From an optimization exercise on the open Yosys and OpenROAD flow, aimed at small area; shortcuts taken in it are not production practice. Function was checked by simulation only, so behaviour that the tests miss may differ from the original. Power and IR drop assume default switching activity.

==> fjord <==
==> flow/design.v <==
module hamming_decoder (
    input  wire [6:0] cw,
    output wire [3:0] nibble
);
    wire s1 = cw[0] ^ cw[2] ^ cw[4] ^ cw[6];
    wire s2 = cw[1] ^ cw[2] ^ cw[5] ^ cw[6];
    wire s3 = cw[3] ^ cw[4] ^ cw[5] ^ cw[6];
    assign nibble[0] = cw[2] ^ ( s1 &  s2 & ~s3);    
    assign nibble[1] = cw[4] ^ ( s1 & ~s2 &  s3);    
    assign nibble[2] = cw[5] ^ (~s1 &  s2 &  s3);    
    assign nibble[3] = cw[6] ^ ( s1 &  s2 &  s3);    
endmodule
module link_rx (
    input  wire        clk,
    input  wire        rst,
    input  wire [6:0]  local_addr_in,
    input  wire        rx_valid,
    input  wire [7:0]  rx_data,
    input  wire        rx_timeout,
    output reg         hd_valid,
    output wire [7:0]  hd_receiver,
    output wire [7:0]  hd_sender,
    output wire [7:0]  hd_type,
    output wire [7:0]  hd_len,
    output wire        pl_valid,
    output wire [63:0] pl_data,
    output reg         fe_valid,
    output wire [1:0]  fe_code
);
    localparam [7:0] MARKER    = 8'hFF;
    localparam [7:0] START     = 8'h02;
    localparam [7:0] STOP      = 8'h03;
    localparam [7:0] BROADCAST = 8'h7F;
    localparam [1:0] POS_SCAN = 2'd0;
    localparam [1:0] POS_CW   = 2'd1;
    localparam [1:0] POS_END  = 2'd2;
    reg [6:0]  local_addr;
    reg [1:0]  bm_pos;
    reg [3:0]  bm_nib;         
    reg        bm_have_upper;
    reg [3:0]  bm_upper;
    reg [2:0]  fa_hdr;         
    reg        fa_start_ok;    
    reg        fa_match;       
    reg        fa_bcast;       
    reg [7:0]  fa_sender;
    reg [7:0]  fa_type;
    reg [7:0]  fa_len;
    reg [7:0]  fa_pc;          
    reg [63:0]   asm_q;        
    reg [2047:0] ring;         
    reg [3:0]    ph;           
    reg        hd_bcast;
    reg        hd_pend;
    reg        rd_active;
    reg [4:0]  rd_beat;
    reg [4:0]  rd_last;
    wire [3:0] dec_nibble;
    hamming_decoder u_dec (.cw(rx_data[6:0]), .nibble(dec_nibble));
    wire is_marker = (rx_data == MARKER);
    wire good_unit = rx_valid && (bm_pos == POS_END) && is_marker;
    wire push      = good_unit && bm_have_upper;
    wire [7:0] push_byte = {bm_upper, bm_nib};
    wire in_payload = (fa_hdr == 3'd5);
    wire last_byte  = in_payload && (fa_pc == fa_len);
    wire complete   = push && last_byte;
    wire delims_ok  = fa_start_ok && (push_byte == STOP);
    wire pl_push    = push && in_payload && !last_byte;
    wire [4:0] kc = fa_pc[7:3];
    wire [2:0] fj = fa_pc[2:0];
    wire [4:0] kp = kc - 5'd1;
    wire hit_cur  = (kc[3:0] == ph);
    wire hit_prev = (kp[3:0] == ph) && (kc != 5'd0);
    reg  [127:0] merged;
    integer c, s;
    always @* begin
        for (s = 0; s < 2; s = s + 1)
            for (c = 0; c < 8; c = c + 1) begin
                if ((c < fj) ? (hit_cur && kc[4] == s) : (hit_prev && kp[4] == s))
                    merged[64*s + 8*c +: 8] = asm_q[8*c +: 8];
                else
                    merged[64*s + 8*c +: 8] = ring[64*s + 8*c +: 8];
            end
    end
    always @(posedge clk) begin
        ring <= {merged, ring[2047:128]};
        if (pl_push)
            asm_q[8*fj +: 8] <= push_byte;
    end
    assign hd_receiver = hd_bcast ? BROADCAST : {1'b0, local_addr};
    assign hd_sender   = fa_sender;
    assign hd_type     = fa_type;
    assign hd_len      = fa_len;
    assign fe_code     = 2'd2;
    assign pl_valid = rd_active && !hd_valid && (rd_beat[3:0] == ph);
    assign pl_data  = rd_beat[4] ? merged[127:64] : merged[63:0];
    wire [7:0] len_m1 = fa_len - 8'd1;
    always @(posedge clk) begin
        if (rst) begin
            local_addr    <= local_addr_in;
            bm_pos        <= POS_SCAN;
            bm_have_upper <= 1'b0;
            fa_hdr        <= 3'd0;
            ph            <= 4'd0;
            hd_pend       <= 1'b0;
            rd_active     <= 1'b0;
            hd_valid      <= 1'b0;
            fe_valid      <= 1'b0;
        end else begin
            ph       <= ph + 4'd1;
            hd_valid <= 1'b0;
            fe_valid <= 1'b0;
            if (rx_valid) begin
                case (bm_pos)
                    POS_SCAN: if (is_marker) bm_pos <= POS_CW;
                    POS_CW: begin
                        bm_nib <= dec_nibble;
                        bm_pos <= POS_END;
                    end
                    default: begin
                        bm_pos <= POS_SCAN;
                        if (good_unit) begin
                            if (!bm_have_upper)
                                bm_upper <= bm_nib;
                            bm_have_upper <= !bm_have_upper;
                        end
                    end
                endcase
            end else if (rx_timeout) begin
                bm_pos        <= POS_SCAN;
                bm_have_upper <= 1'b0;
            end
            if (push) begin
                case (fa_hdr)
                    3'd0: fa_start_ok <= (push_byte == START);
                    3'd1: begin
                        fa_match <= (push_byte == {1'b0, local_addr}) || (push_byte == BROADCAST);
                        fa_bcast <= (push_byte == BROADCAST);
                    end
                    3'd2: fa_sender <= push_byte;
                    3'd3: fa_type   <= push_byte;
                    3'd4: begin
                        fa_len <= push_byte;
                        fa_pc  <= 8'd0;
                    end
                    default: if (!last_byte) fa_pc <= fa_pc + 8'd1;
                endcase
                if (last_byte)
                    fa_hdr <= 3'd0;
                else if (!in_payload)
                    fa_hdr <= fa_hdr + 3'd1;
            end
            if (pl_valid) begin
                rd_beat <= rd_beat + 5'd1;
                if (rd_beat == rd_last)
                    rd_active <= 1'b0;
            end
            if ((complete && delims_ok && fa_match && !rd_active) ||
                (hd_pend && !rd_active)) begin
                hd_valid  <= 1'b1;
                hd_pend   <= 1'b0;
                if (complete)
                    hd_bcast <= fa_bcast;
                rd_beat   <= 5'd0;
                rd_last   <= len_m1[7:3];
                rd_active <= (fa_len != 8'd0);
            end else if (complete && delims_ok && fa_match) begin
                hd_pend  <= 1'b1;
                hd_bcast <= fa_bcast;
            end
            if (complete && !delims_ok)
                fe_valid <= 1'b1;
        end
    end
endmodule
==> flow/run.sh <==
#!/bin/bash
# synth_recipe.tcl (not shown) runs the flow's synth.tcl, then flattens the netlist and writes it again
# the make line also repeats each setting of config.mk as NAME=value (left out here)
make -C /OpenROAD-flow-scripts/flow DESIGN_CONFIG=/design/flow/config.mk WORK_HOME=/design/flow/orfs CLKGATE_MAP_FILE= SYNTH_SCRIPT=/design/flow/synth_recipe.tcl finish
==> flow/config.mk <==
export PLATFORM = sky130hd
export DESIGN_NAME = link_rx
export DESIGN_NICKNAME = link_rx
export VERILOG_FILES = /design/flow/design.v
export SDC_FILE = /design/flow/constraint.sdc
export NUM_CORES = 4
export LEC_CHECK = 0
export CAP_MARGIN = 20
export CORE_MARGIN = 2
export CORE_UTILIZATION = 40
export SLEW_MARGIN = 20
==> flow/constraint.sdc <==
create_clock -name core_clock -period 10.0 [get_ports {clk}]
set_input_delay 2.0000 -clock core_clock [delete_from_list [all_inputs] [get_ports {clk}]]
set_output_delay 2.0000 -clock core_clock [all_outputs]
set_load 0.01 [all_outputs]
==> inputs of umber, as changes to fjord <==
--- a/flow/design.v
+++ b/flow/design.v
@@ -48,5 +48,5 @@
     reg [7:0]  fa_len;
     reg [7:0]  fa_pc;          
-    reg [63:0]   asm_q;        
+    reg [31:0]   asm_q;        
     reg [2047:0] ring;         
     reg [3:0]    ph;           
@@ -77,6 +77,7 @@
         for (s = 0; s < 2; s = s + 1)
             for (c = 0; c < 8; c = c + 1) begin
-                if ((c < fj) ? (hit_cur && kc[4] == s) : (hit_prev && kp[4] == s))
-                    merged[64*s + 8*c +: 8] = asm_q[8*c +: 8];
+                if ((c < fj && c + 4 >= fj && hit_cur && kc[4] == s) ||
+                    (c >= fj + 4 && hit_prev && kp[4] == s))
+                    merged[64*s + 8*c +: 8] = asm_q[8*(c%4) +: 8];
                 else
                     merged[64*s + 8*c +: 8] = ring[64*s + 8*c +: 8];
@@ -86,5 +87,5 @@
         ring <= {merged, ring[2047:128]};
         if (pl_push)
-            asm_q[8*fj +: 8] <= push_byte;
+            asm_q[8*fj[1:0] +: 8] <= push_byte;
     end
     assign hd_receiver = hd_bcast ? BROADCAST : {1'b0, local_addr};
==> flow/flow/run.sh (new file) <==
#!/bin/bash
# Standard layout with two changes: a smaller clock tree (larger leaf
# clusters of clkbuf_8, no dummy loads) and buf_1 as the port buffer cell.
set -euo pipefail
export CTS_ARGS="-sink_clustering_enable -repair_clock_nets -dont_use_dummy_load -sink_clustering_size 16 -sink_clustering_max_diameter 100 -buf_list sky130_fd_sc_hd__clkbuf_8"
export BUFFER_PORTS_ARGS="-buffer_cell sky130_fd_sc_hd__buf_1"
bash standard.sh > standard.log 2>&1
==> flow/standard.sh (new file) <==
#!/bin/bash
# synth_recipe.tcl (not shown) runs the flow's synth.tcl, then flattens the netlist and writes it again
# the make line also repeats each setting of config.mk as NAME=value (left out here)
make -C /OpenROAD-flow-scripts/flow DESIGN_CONFIG=/design/flow/config.mk WORK_HOME=/design/flow/orfs CLKGATE_MAP_FILE= SYNTH_SCRIPT=/design/flow/synth_recipe.tcl "${@:-finish}"
--- a/flow/config.mk
+++ b/flow/config.mk
@@ -8,4 +8,4 @@
 export CAP_MARGIN = 20
 export CORE_MARGIN = 2
-export CORE_UTILIZATION = 40
+export CORE_UTILIZATION = 60
 export SLEW_MARGIN = 20
removed: flow/run.sh
==> summary.txt <==
- umber finished with timing, DRC and antenna clean. fjord passed the timing, DRC and antenna checks.
- Of fjord and umber, fjord has the higher total power (gap about 36%, measured against umber).
- Cell area: fjord is higher than umber (about 15%).
- Of umber and fjord, fjord has the higher clock-buffer cell count (gap 129).
- Between fjord and umber, the lower sequential share of layout area is in fjord (gap 9.1 points).
- Between fjord and umber, the lower clock skew is in fjord (gap 31 ps).
- Of umber and fjord, fjord has the higher cell count (gap about 18%, measured against fjord).
- Sequential power: fjord is larger than umber (about 5%).
- Between fjord and umber, the lower global-route usage is in fjord (gap 5.0 points).
- Between fjord and umber, the lower register-to-register slack is in fjord (gap 20 ps).

-- static timing again, ports no longer ideal --
Ports are ideal in the flow. The routed layouts listed here were re-timed in OpenROAD. Step 1 (the two cells are an assumption about what drives the block):
set clk [get_ports {clk}]
set_driving_cell -lib_cell sky130_fd_sc_hd__clkbuf_16 $clk
set_driving_cell -lib_cell sky130_fd_sc_hd__buf_2 [delete_from_list [all_inputs] $clk]
Step 2 times the ports against the registers' clock, not the clock port: input delays grow and output delays shrink by t, the midpoint of the rising clock arrivals with the driver on. Three values: no drivers, after step 1, after step 2; two values: the first two.
| run | t, ns | slack for setup (ns) | hold WS [ns] | worst setup path at the end | cell pins on the clock port's net |
|---|---|---|---|---|---|
| fjord | 0.861 | 2.966 / 2.889 / 3.750 | 0.288 / 0.288 / 0.288 | register to output | 1 |
| umber | 0.828 | 3.726 / 3.664 / 4.492 | 0.286 / 0.286 / 0.286 | register to output | 1 |
After both steps setup and hold are still met in every run listed.
